This design comes from an exercise in tuning for small area, a short achievable clock period and few clock cycles on the open sky130 flow, not from production work. Function was checked by simulation only, so behaviour that the tests miss may differ from the original. No activity file was given, so power comes from the tool's default toggle rates.

<file path="flow/config.mk">
export PLATFORM = sky130hd
export DESIGN_NAME = bbe
export DESIGN_NICKNAME = bbe
export VERILOG_FILES = /design/flow/design.v
export SDC_FILE = /design/flow/constraint.sdc
export NUM_CORES = 4
export LEC_CHECK = 0
export CAP_MARGIN = 20
export CELL_PAD_IN_SITES_DETAIL_PLACEMENT = 1
export CELL_PAD_IN_SITES_GLOBAL_PLACEMENT = 2
export CORE_MARGIN = 2
export CORE_UTILIZATION = 30
export GPL_ROUTABILITY_DRIVEN = 1
export PLACE_DENSITY = 0.45
export SLEW_MARGIN = 20
</file>
<file path="flow/constraint.sdc">
create_clock -name core_clock -period 15.0 [get_ports {clk}]
set_input_delay 3.0000 -clock core_clock [delete_from_list [all_inputs] [get_ports {clk}]]
set_output_delay 3.0000 -clock core_clock [all_outputs]
set_load 0.01 [all_outputs]
</file>
<file path="flow/design.v">
module bbe (
    input             clk,
    input             rst,         
    input             cmd_valid,   
    input      [31:0] cmd,
    input      [63:0] operand,
    output reg        rsp_valid,   
    output reg        rsp_ok,
    output     [63:0] result,
    output            fault_line,
    input      [5:0]  hrd_addr,    
    output     [7:0]  hrd_data
);
    localparam [2:0] F_ILLEGAL = 3'd1, F_MODE = 3'd2, F_OVERFLOW = 3'd3,
                     F_UNDERFLOW = 3'd4, F_DOMAIN = 3'd5, F_ALLOC = 3'd6;
    localparam [1:0] S_IDLE = 2'd0, S_PUT2 = 2'd1, S_GET2 = 2'd2, S_COMP = 2'd3;
    reg [63:0] cache_q;
    reg [6:0]  free_q;
    reg        mode_q;        
    reg [3:0]  capw_q;        
    reg [3:0]  wposw_q;       
    reg [3:0]  rposw_q;       
    reg [2:0]  fault_q;
    reg [31:0] fcmd_q;
    reg [63:0] result_q;
    reg [63:0] store [0:7];
    reg [1:0]  state_q;
    reg        x64_q;         
    reg [2:0]  cdst_q;        
    assign result     = result_q;
    assign fault_line = (fault_q != 3'd0);
    wire [63:0] hrd_word = store[hrd_addr[5:3]];
    assign hrd_data = hrd_word >> {hrd_addr[2:0], 3'b000};
    wire [2:0]  rnext2 = rposw_q[2:0] + 3'd1;
    wire [63:0] next   = store[rposw_q[2:0]];
    wire [5:0]  next2  = store[rnext2][5:0];
    function [63:0] mask;
        input [6:0] n;
        begin
            if (n >= 7'd64) mask = {64{1'b1}};
            else            mask = ({64'd0, 1'b1} << n) - 64'd1;
        end
    endfunction
    function [63:0] byterev;   
        input [63:0] x;
        input [1:0]  n;        
        begin
            case (n)
                2'd1:    byterev = {48'd0, x[7:0], x[15:8]};
                2'd2:    byterev = {32'd0, x[7:0], x[15:8], x[23:16], x[31:24]};
                2'd3:    byterev = {x[7:0], x[15:8], x[23:16], x[31:24],
                                    x[39:32], x[47:40], x[55:48], x[63:56]};
                default: byterev = {56'd0, x[7:0]};
            endcase
        end
    endfunction
    function [6:0] bitlen;     
        input [63:0] m;
        integer i;
        begin
            bitlen = 7'd0;
            for (i = 0; i < 64; i = i + 1)
                if (m[i]) bitlen = i + 1;
        end
    endfunction
    wire [7:0] op = cmd[7:0];
    wire is_putb  = (op == 8'h01);
    wire is_getb  = (op == 8'h02);
    wire is_putf  = (op[7:3] == 5'h02) && (op[2:0] != 3'd7);
    wire is_getf  = (op[7:3] == 5'h03) && (op[2:0] != 3'd7);
    wire is_putv  = (op[7:2] == 6'h08) && (op[1:0] != 2'd3);
    wire is_getv  = (op[7:2] == 6'h0A) && (op[1:0] != 2'd3);
    wire is_alloc = (op == 8'h30);
    wire is_flip  = (op == 8'h31);
    wire is_comp  = (op == 8'h32);
    wire is_rdreg = (op == 8'h33);
    wire is_put = is_putb | is_putf | is_putv;
    wire is_get = is_getb | is_getf | is_getv;
    wire is_v   = is_putv | is_getv;
    reg legal;
    always @(*) begin
        if (is_putb | is_getb)                 legal = (cmd[31:14] == 18'd0);
        else if (is_putf | is_getf)            legal = (cmd[31:9] == 23'd0);
        else if (is_v)                         legal = (cmd[31:11] == 21'd0) && (cmd[9:8] != 2'd3);
        else if (is_alloc | is_flip | is_comp) legal = (cmd[31:8] == 24'd0);
        else if (is_rdreg)                     legal = (cmd[31:11] == 21'd0);
        else                                   legal = 1'b0;
    end
    wire [6:0] bwidth = {1'b0, cmd[13:8]} + 7'd1;    
    wire       bo     = cmd[8];
    wire [1:0] sm     = cmd[9:8];                    
    wire       st     = cmd[10];                     
    wire [2:0] idx    = cmd[10:8];
    wire       sgn_f  = (sm == 2'd2);                
    reg [1:0] fsz;         
    always @(*) begin
        case (op[2:0])
            3'd0:         fsz = 2'd0;
            3'd1, 3'd2:   fsz = 2'd1;
            3'd3, 3'd5:   fsz = 2'd2;
            default:      fsz = 2'd3;
        endcase
    end
    wire [6:0] fwidth = 7'd8 << fsz;
    wire [1:0] vsz = op[1:0];
    reg  [6:0] vw;
    reg  [2:0] vl;
    always @(*) begin
        case (vsz)
            2'd0:    begin vw = 7'd16; vl = 3'd3; end
            2'd1:    begin vw = 7'd32; vl = 3'd4; end
            default: begin vw = 7'd64; vl = 3'd5; end
        endcase
    end
    reg [63:0] vval;        
    always @(*) begin
        case (vsz)
            2'd0:    vval = {{48{operand[15]}}, operand[15:0]};
            2'd1:    vval = {{32{operand[31]}}, operand[31:0]};
            default: vval = operand;
        endcase
    end
    wire        vneg    = vval[63];
    wire [63:0] vmag    = vneg ? (~vval + 64'd1) : vval;
    wire        vdomain = vneg && (vmag == (64'd1 << (vw - 7'd1)));
    wire [6:0]  vbl     = bitlen(vmag);
    wire [6:0]  vn      = (vbl + 7'd3) >> 2;
    wire        vesc    = st ? ((vn >= 7'd8) || ({vn, 2'b00} >= (vw - 7'd4)))
                             : (vbl >= (vw - {4'd0, vl} - 7'd1));
    wire [2:0]  pfx_w   = vesc ? 3'd0 : (st ? 3'd3 : vl);
    wire [4:0]  pfx_v   = st ? vn[4:0] : vbl[5:1];
    wire [2:0]  hdr_w   = 3'd1 + {2'd0, sgn_f} + pfx_w;
    wire [6:0]  hdr_v   = sgn_f ? {pfx_v, vneg, ~vesc} : {1'b0, pfx_v, ~vesc};
    wire [63:0] hdr_mf  = mask({4'd0, hdr_w});
    wire [6:0]  hdr_m   = hdr_mf[6:0];
    wire [6:0]  mag_w   = vesc ? (vw - 7'd1) : (st ? {vn[4:0], 2'b00} : (vbl | 7'd1));
    wire [64:0] putv_x  = ({1'b0, vmag} << hdr_w) | {58'd0, hdr_v & hdr_m};
    wire [6:0]  putv_t  = {4'd0, hdr_w} + mag_w;
    reg  [64:0] put_x;
    reg  [6:0]  put_t;
    always @(*) begin
        if (is_putb) begin
            put_t = bwidth;
            put_x = {1'b0, operand & mask(bwidth)};
        end else if (is_putf) begin
            put_t = fwidth;
            put_x = {1'b0, (bo ? byterev(operand, fsz) : operand) & mask(fwidth)};
        end else begin
            put_t = putv_t;
            put_x = putv_x;
        end
    end
    wire [6:0]   used   = 7'd64 - free_q;
    wire [128:0] comb   = {64'd0, cache_q} | ({64'd0, put_x} << used);
    wire [7:0]   put_d  = {1'b0, free_q} - {1'b0, put_t};    
    wire         put_k1 = put_d[7];
    wire         put_k2 = put_d[7] & ~put_d[6];
    wire         put_ovf = (put_k1 && (wposw_q + 4'd1 > capw_q)) ||
                           (put_k2 && (wposw_q + 4'd2 > capw_q));
    wire [6:0]   put_free = (put_d[7] & put_d[6]) ? {1'b0, put_d[5:0]} : put_d[6:0];
    wire [133:0] win_src = {next2, next, cache_q};
    wire [69:0]  S       = win_src >> used;
    wire         g_flag  = S[0];
    wire         g_sign  = sgn_f & S[1];
    wire [6:0]   g_hpos  = sgn_f ? 7'd2 : 7'd1;
    wire [63:0]  g_lmf   = mask({4'd0, vl});
    wire [4:0]   g_pfx   = (S >> g_hpos) & (st ? 5'h07 : g_lmf[4:0]);
    wire [6:0]   g_mpos  = g_hpos + (g_flag ? (st ? 7'd3 : {4'd0, vl}) : 7'd0);
    wire [6:0]   g_mw    = !g_flag ? (vw - 7'd1)
                                   : (st ? {2'b00, g_pfx[2:0], 2'b00} : {1'b0, g_pfx, 1'b1});
    wire [63:0]  g_mag   = (S >> g_mpos) & mask(g_mw);
    wire [63:0]  g_m     = ((sm == 2'd1) || g_sign) ? (~g_mag + 64'd1) : g_mag;
    reg  [63:0]  getv_res;
    always @(*) begin
        case (vsz)
            2'd0:    getv_res = {{48{g_m[15]}}, g_m[15:0]};
            2'd1:    getv_res = {{32{g_m[31]}}, g_m[31:0]};
            default: getv_res = g_m;
        endcase
    end
    wire [63:0]  getb_res = S[63:0] & mask(bwidth);
    wire [63:0]  getf_val = S[63:0] & mask(fwidth);
    wire [63:0]  getf_raw = bo ? byterev(getf_val, fsz) : getf_val;
    reg  [63:0]  getf_res;
    always @(*) begin
        case (op[2:0])
            3'd0:    getf_res = {{56{getf_raw[7]}},  getf_raw[7:0]};
            3'd1:    getf_res = {48'd0,              getf_raw[15:0]};
            3'd2:    getf_res = {{48{getf_raw[15]}}, getf_raw[15:0]};
            3'd3:    getf_res = {{32{getf_raw[31]}}, getf_raw[31:0]};
            3'd5:    getf_res = {32'd0,              getf_raw[31:0]};
            default: getf_res = getf_raw;
        endcase
    end
    reg [6:0]  get_t;
    reg [63:0] get_res;
    always @(*) begin
        if (is_getb) begin
            get_t   = bwidth;
            get_res = getb_res;
        end else if (is_getf) begin
            get_t   = fwidth;
            get_res = getf_res;
        end else begin
            get_t   = g_mpos + g_mw;
            get_res = getv_res;
        end
    end
    wire [7:0] get_d   = {1'b0, free_q} - {1'b0, get_t};
    wire       get_k1  = get_d[7];
    wire       get_k2  = get_d[7] & ~get_d[6];
    wire       get_unf = (get_k1 && (rposw_q + 4'd1 > wposw_q)) ||
                         (get_k2 && (rposw_q + 4'd2 > wposw_q));
    wire [6:0] get_free = (get_d[7] & get_d[6]) ? {1'b0, get_d[5:0]} : get_d[6:0];
    reg [63:0] rdreg_val;
    always @(*) begin
        case (idx)
            3'd0:    rdreg_val = cache_q;
            3'd1:    rdreg_val = {57'd0, free_q};
            3'd2:    rdreg_val = {63'd0, mode_q};
            3'd3:    rdreg_val = {61'd0, fault_q};
            3'd4:    rdreg_val = {32'd0, fcmd_q};
            3'd5:    rdreg_val = {57'd0, capw_q, 3'd0};
            3'd6:    rdreg_val = {57'd0, wposw_q, 3'd0};
            default: rdreg_val = {57'd0, rposw_q, 3'd0};
        endcase
    end
    wire refused   = (fault_q != 3'd0) && !((is_alloc || is_rdreg) && legal);
    wire mode_bad  = (is_put && mode_q) || (is_get && !mode_q);
    wire alloc_bad = is_alloc && (operand > 64'd64);
    wire flip_pend = is_flip && !mode_q && (free_q != 7'd64);
    wire flip_ovf  = flip_pend && (wposw_q + 4'd1 > capw_q);
    wire [3:0] alloc_capw = operand[6:3] + {3'd0, (operand[2:0] != 3'd0)};
    reg [2:0] fcode;       
    always @(*) begin
        if (!legal)                      fcode = F_ILLEGAL;
        else if (mode_bad)               fcode = F_MODE;
        else if (is_putv && vdomain)     fcode = F_DOMAIN;
        else if (alloc_bad)              fcode = F_ALLOC;
        else if (flip_ovf)               fcode = F_OVERFLOW;
        else if (is_put && put_ovf)      fcode = F_OVERFLOW;
        else if (is_get && get_unf)      fcode = F_UNDERFLOW;
        else                             fcode = 3'd0;
    end
    wire idle   = (state_q == S_IDLE);
    wire accept = idle && cmd_valid;
    wire exec   = accept && !refused && (fcode == 3'd0);
    wire comp_go   = exec && is_comp && mode_q && (rposw_q != 4'd0) && (rposw_q != wposw_q);
    wire comp_step = comp_go || (state_q == S_COMP);
    wire comp_last = (rposw_q + 4'd1 == wposw_q);
    reg        st_we;
    reg        st_clr;
    reg [2:0]  st_wa;
    reg [63:0] st_wd;
    always @(*) begin
        st_we  = 1'b0;
        st_clr = 1'b0;
        st_wa  = wposw_q[2:0];
        st_wd  = cache_q;
        if (comp_step) begin
            st_we = 1'b1;
            st_wa = cdst_q;
            st_wd = next;
        end else if (state_q == S_PUT2) begin
            st_we = 1'b1;
        end else if (exec) begin
            if (is_put) begin
                st_we = put_k1;
                st_wd = comb[63:0];
            end else if (is_flip) begin
                st_we = flip_pend;
            end else if (is_alloc) begin
                st_clr = 1'b1;
            end
        end
    end
    integer i;
    always @(posedge clk) begin
        for (i = 0; i < 8; i = i + 1)
            if (st_clr)
                store[i] <= 64'd0;
            else if (st_we && st_wa == i)
                store[i] <= st_wd;
    end
    always @(posedge clk) begin
        if (rst) begin
            state_q   <= S_IDLE;
            rsp_valid <= 1'b0;
            rsp_ok    <= 1'b0;
            cache_q   <= 64'd0;
            free_q    <= 7'd64;
            mode_q    <= 1'b0;
            capw_q    <= 4'd0;
            wposw_q   <= 4'd0;
            rposw_q   <= 4'd0;
            fault_q   <= 3'd0;
            fcmd_q    <= 32'd0;
            result_q  <= 64'd0;
            cdst_q    <= 3'd0;
            x64_q     <= 1'b0;
        end else begin
            rsp_valid <= 1'b0;
            case (state_q)
                S_IDLE: if (cmd_valid) begin
                    if (refused) begin
                        rsp_ok    <= 1'b0;
                        rsp_valid <= 1'b1;
                    end else if (fcode != 3'd0) begin
                        if (fault_q == 3'd0) begin
                            fault_q <= fcode;
                            fcmd_q  <= cmd;
                        end
                        rsp_ok    <= 1'b0;
                        rsp_valid <= 1'b1;
                    end else if (is_put) begin
                        cache_q <= put_k1 ? comb[127:64] : comb[63:0];
                        free_q  <= put_free;
                        x64_q   <= comb[128];
                        if (put_k1) wposw_q <= wposw_q + 4'd1;
                        if (put_k2) state_q <= S_PUT2;
                        else begin
                            rsp_ok    <= 1'b1;
                            rsp_valid <= 1'b1;
                        end
                    end else if (is_get) begin
                        result_q <= get_res;
                        free_q   <= get_free;
                        if (get_k1) begin
                            cache_q <= next;
                            rposw_q <= rposw_q + 4'd1;
                        end
                        if (get_k2) state_q <= S_GET2;
                        else begin
                            rsp_ok    <= 1'b1;
                            rsp_valid <= 1'b1;
                        end
                    end else if (is_alloc) begin
                        capw_q    <= alloc_capw;
                        cache_q   <= 64'd0;
                        free_q    <= 7'd64;
                        mode_q    <= 1'b0;
                        wposw_q   <= 4'd0;
                        rposw_q   <= 4'd0;
                        fault_q   <= 3'd0;
                        fcmd_q    <= 32'd0;
                        rsp_ok    <= 1'b1;
                        rsp_valid <= 1'b1;
                    end else if (is_flip) begin
                        if (flip_pend) wposw_q <= wposw_q + 4'd1;
                        mode_q    <= 1'b1;
                        cache_q   <= 64'd0;
                        free_q    <= 7'd0;
                        rposw_q   <= 4'd0;
                        rsp_ok    <= 1'b1;
                        rsp_valid <= 1'b1;
                    end else if (is_comp) begin
                        if (comp_go) begin
                            rposw_q <= rposw_q + 4'd1;
                            if (comp_last) begin
                                wposw_q   <= 4'd1;
                                rposw_q   <= 4'd0;
                                rsp_ok    <= 1'b1;
                                rsp_valid <= 1'b1;
                            end else begin
                                cdst_q  <= 3'd1;
                                state_q <= S_COMP;
                            end
                        end else begin
                            if (mode_q) begin
                                wposw_q <= wposw_q - rposw_q;
                                rposw_q <= 4'd0;
                            end
                            rsp_ok    <= 1'b1;
                            rsp_valid <= 1'b1;
                        end
                    end else begin   
                        result_q  <= rdreg_val;
                        rsp_ok    <= 1'b1;
                        rsp_valid <= 1'b1;
                    end
                end
                S_PUT2: begin
                    cache_q   <= {63'd0, x64_q};
                    wposw_q   <= wposw_q + 4'd1;
                    rsp_ok    <= 1'b1;
                    rsp_valid <= 1'b1;
                    state_q   <= S_IDLE;
                end
                S_GET2: begin
                    cache_q   <= next;
                    rposw_q   <= rposw_q + 4'd1;
                    rsp_ok    <= 1'b1;
                    rsp_valid <= 1'b1;
                    state_q   <= S_IDLE;
                end
                default: begin   
                    rposw_q <= rposw_q + 4'd1;
                    cdst_q  <= cdst_q + 3'd1;
                    if (comp_last) begin
                        wposw_q   <= {1'b0, cdst_q} + 4'd1;
                        rposw_q   <= 4'd0;
                        cdst_q    <= 3'd0;
                        rsp_ok    <= 1'b1;
                        rsp_valid <= 1'b1;
                        state_q   <= S_IDLE;
                    end
                end
            endcase
        end
    end
endmodule
</file>
<file path="flow/run.sh">
#!/bin/bash
# synth_recipe.tcl (not shown) runs the flow's synth.tcl, then flattens the netlist and writes it again
# the make line also repeats each setting of config.mk as NAME=value (left out here)
make -C /OpenROAD-flow-scripts/flow DESIGN_CONFIG=/design/flow/config.mk WORK_HOME=/design/flow/orfs CLKGATE_MAP_FILE= SYNTH_SCRIPT=/design/flow/synth_recipe.tcl finish
</file>
==> results.toml <==
[grt]
grt_first_pass_wirelength_um = 986000
grt.overflow.total = 0
grt_max_degree = 134
grt_pass1_vias = 110091
antenna_found_initial = 70
grt_usage_pct = 50.9

[floorplanning]
initial_core_util_pct = 30.1
dieArea_sq_um = 276000
dieWidth_um = 525
die-height_um = 525
num_rows = 191
io_pins = 180
core_area_sq_um = 271000

[critical_path]
r2r-start = "rposw_q[1]"
endpoint_kind = "register"
reg2reg_slack_ns = 0.39
cp.arrival_ns = 15.37
crit_path_start_kind = "input port"
cp_top_family = "compound AO/OA/AOI/OAI gates"
r2r-end = "store[1][54]"
critPathMaxFanout = 18
crit_type = "in2reg"
crit_slowest_cell = "a211oi_1"
cp_num_buf_inv = 13
cp_slowest_stage_delay_ns = 0.68
path_common_cell = "buf_4"
required_ns = 15.72
r2r_cells = 49

[pwr]
p_sw_mw = 3.05
p_leak_nw = 36.7
total_power_mw = 7.37
peakVddDrop_mv = 0.0835
p_sw_share_pct = 41.3
power_density_nw_per_um2 = 73.9
pwr-share-seq_pct = 25.6
internal-power_mw = 4.33
clockPowerShare_pct = 33.0
power_frac_comb_pct = 41.5

[cells_and_area]
nets = 12562
drive_gt1_share_pct = 19.1
area.growth.synth_to_final_pct = 22.5
stdcell_area_sq_um = 99800

[synth]
yosys-top-cells-area = "dfxtp_1 (17%), nand2_1 (7.1%), a21oi_1 (6.6%), o21ai_0 (5.6%), mux2i_1 (5.6%)"
syn_area_per_cell_sq_um = 6.95
synth.net_count = 11919
ys_ff_latch = 703
synth-compound-area-share_pct = 36.5
synthXorXnorAreaFrac_pct = 1.63
synth_top_area_share_pct = 17.3
syn_area_sq_um = 81400
synth_top_family_by_area = "compound AO/OA/AOI/OAI gates"
yosys.area_share.simple_pct = 24.2
yosysTopAreaCell = "dfxtp_1"
yosys_warnings = 2
synthMuxAreaShare_pct = 12.2
synth.distinct_cells = 131
synthCells = 11718
synth_edf_count = 0
yosysSeqAreaShare_pct = 17.3
synthArstFlopShare_pct = 0
synth_fa_ha_area_share_pct = 1.53
synth-main-ff-cell = "dfxtp_1"

[place]
dpl_cell_area_sq_um = 96200
gp_congestion = 1.09
place_hpwl_um = 566000
portBuffers = 179
post-place-ws_ns = -0.719

[routing]
drcViolationCount = 0
wl_um = 734000
drtPass1Iterations = 13
vias = 116132
ant_nets = 0
vias_per_cell = 7.23
routedWlPerCell_um = 45.7
drtIter0Drc = 18124

[clock_tree]
cts_buffers = 94
clkLatencyLatePin_ns = 0.87
clk_pin_slew_ns = 0.06
holdBufCountCts = 0
clk_path_buf_depth = 4
cts_tree = "built"
cts_root_buf = "clkbuf_16"
htreeDepth = 3
cts.sinks = 703

[hold_path]
hold_path_end = "result_q[6]"
holdPathStages = 2
min_path_type = "reg2reg"
hp-start = "result_q[6]"

[timing]
max_slew_margin_pct = 7.79
rsz0062_at_grt = "false"
skew_ns = 0.0705
finalMaxSlewViolations = 0
setup_viol = 0
setup_ws_ns = 0.349
max_freq_ghz = 0.0683
worst_slew_pin_slew_ns = 1.38
period_needed_ns = 14.65
fin_crit_sh_pct = 97.7
tns_ns = 0
hold_viol_final = 0

[outcome]
status = "finished clean"

[job]
drv_cap = 0
## registers in the layout, indices dropped and copies added, names as in the netlist, 4 cells and up
register,count
free_q,7
fcmd_q,32
result_q,64
store,512
rposw_q,4
cache_q,64
capw_q,4
wposw_q,4
## repair_timing
item                                    in CTS  in global routing
gates resized for setup                      0                 14
buffers inserted                             0                  1
endpoints found under the setup margin       0                510
hold endpoints to repair                     0                  0
## worst reg2reg max path: cells and delay by family (launching register included)
| family | cells | cell delay, ns |
|---|---|---|
| AO/OA/AOI/OAI | 14 | 4.14 |
| XOR/XNOR | 2 | 0.35 |
| adder cells (fa/ha/maj) | 4 | 1.62 |
| buffers and inverters | 11 | 2.80 |
| flip-flops | 1 | 0.93 |
| AND/OR/NAND/NOR | 18 | 4.65 |
## placed cells by master, fill, tap and decap left out, drive strengths merged, types with 75 or more instances in the layout
cell type / instances
mux2: 173
a211oi: 171
a31oi: 209
a311oi: 75
a21oi: 1082
nor2: 1036
o21ai: 1006
a22oi: 149
buf: 1528
a21o: 93
clkbuf: 142
mux4: 149
xnor2: 86
and3: 100
o22ai: 205
inv: 111
o221ai: 77
dfxtp: 703
a221oi: 181
a222oi: 88
or3: 102
clkdlybuf4s50: 168
a22o: 97
o211ai: 183
nor4: 81
mux2i: 461
nor3: 341
o31ai: 81
nand2: 1547
ha: 90
and2: 81
nand3: 593
## worst max path at each step
stage	cells after the start	endpoint	slack (ns)	startpoint
global route	58	store[2][17]	0.02	operand[0]
finish	57	store[2][17]	0.35	operand[0]
CTS	55	store[2][7]	0.05	operand[0]
floorplan	58	store[2][61]	0.04	cmd[0]
global placement	53	store[7][48]	-0.98	operand[28]
detailed placement	55	store[0][7]	-0.72	operand[0]
## kinds of logic (layout without fill, tap and decap cells)
| group | after synthesis | in the layout |
|---|---|---|
| and+or+nand+nor | 4287 | 4287 |
| other | 0 | 51 |
| muxes | 783 | 783 |
| buffers and inverters | 1264 | 1981 |
| AOI/OAI and AO/OA | 4434 | 4434 |
| xor gates and xnor gates | 151 | 151 |
| adders and majority gates | 96 | 96 |
| DFF | 703 | 703 |
## layer usage
metal	vias to the layer above	GRT usage [%]	wire length [um]
li1	46060	-	-
met1	57939	60.5	272000
met2	9199	72.0	292000
met3	2894	16.4	83700
met4	40	47.5	85700
met5	-	0.416	414
## power by group through the flow
| stage | combinational [mW] | clock (mW) | sequential, mW |
|---|---|---|---|
| after floorplan | 1.29 | 0 | 1.92 |
| after global placement | 2.86 | 0 | 1.93 |
| after detailed placement | 2.87 | 0 | 1.93 |
| after CTS | 2.89 | 2.44 | 1.89 |
| after global routing | 3.10 | 2.51 | 1.89 |
| final | 3.06 | 2.43 | 1.89 |
## per-stage QoR
stage          cells  utilization, %  hold slack, ns
3_3_place_gp   15821            35.5           0.437
5_1_grt        16016            36.8           0.476
3_5_place_dp   15825            35.6           0.445
4_1_cts        15995            36.7           0.450
6_report       16056            36.9           0.451
2_1_floorplan  11718               -           0.428
## synth_stat cells, types with 164 or more instances
| master | instances |
|---|---|
| mux2i_1 | 458 |
| nor3_1 | 331 |
| mux2_2 | 172 |
| clkbuf_1 | 780 |
| a31oi_1 | 209 |
| a221oi_1 | 173 |
| nand2_1 | 1545 |
| o211ai_1 | 181 |
| a21oi_1 | 1075 |
| o22ai_1 | 204 |
| nand3_1 | 593 |
| nor2_1 | 1032 |
| o21ai_0 | 918 |
| a211oi_1 | 164 |
| dfxtp_1 | 703 |
## layout make-up
class                   instances  area (sq um)
fillers                     33338        171000
flip-flops and latches        703         14100
repair buffers               1700         14400
clock buffers                 138          2760
multi-input cells            9751         63100
inverters                     111           422
clock inverters                32           408
diodes                         51           128
well taps                    3570          4470
Testbench counts, summed over its fixed seeds: cycles 7,940.

[static timing again, ports no longer ideal]
The flow's constraints put no driver on any port. The routed layout listed below was extracted and timed again, unchanged, in two steps.
Step 1 sets driving cells, clkbuf_16 on the clock port and buf_2 on the other inputs (assumed; they add their load-dependent delay and slew).
Step 2 also shifts input and output timing later by t, the mid clock arrival at the registers, as if the neighbouring blocks saw the same clock.
Three values: no drivers, after step 1, after step 2; two values: the first two.
t, ns: 0.946
setup WS [ns]: 0.349 / 0.386 / -0.510
slew at the worst register clock pin (ns): 0.09 / 0.09
Met with ideal ports but missed after step 2: setup timing in this run. The setup slack of this run moves by +0.037 ns with the drivers and by -0.859 ns with both steps.
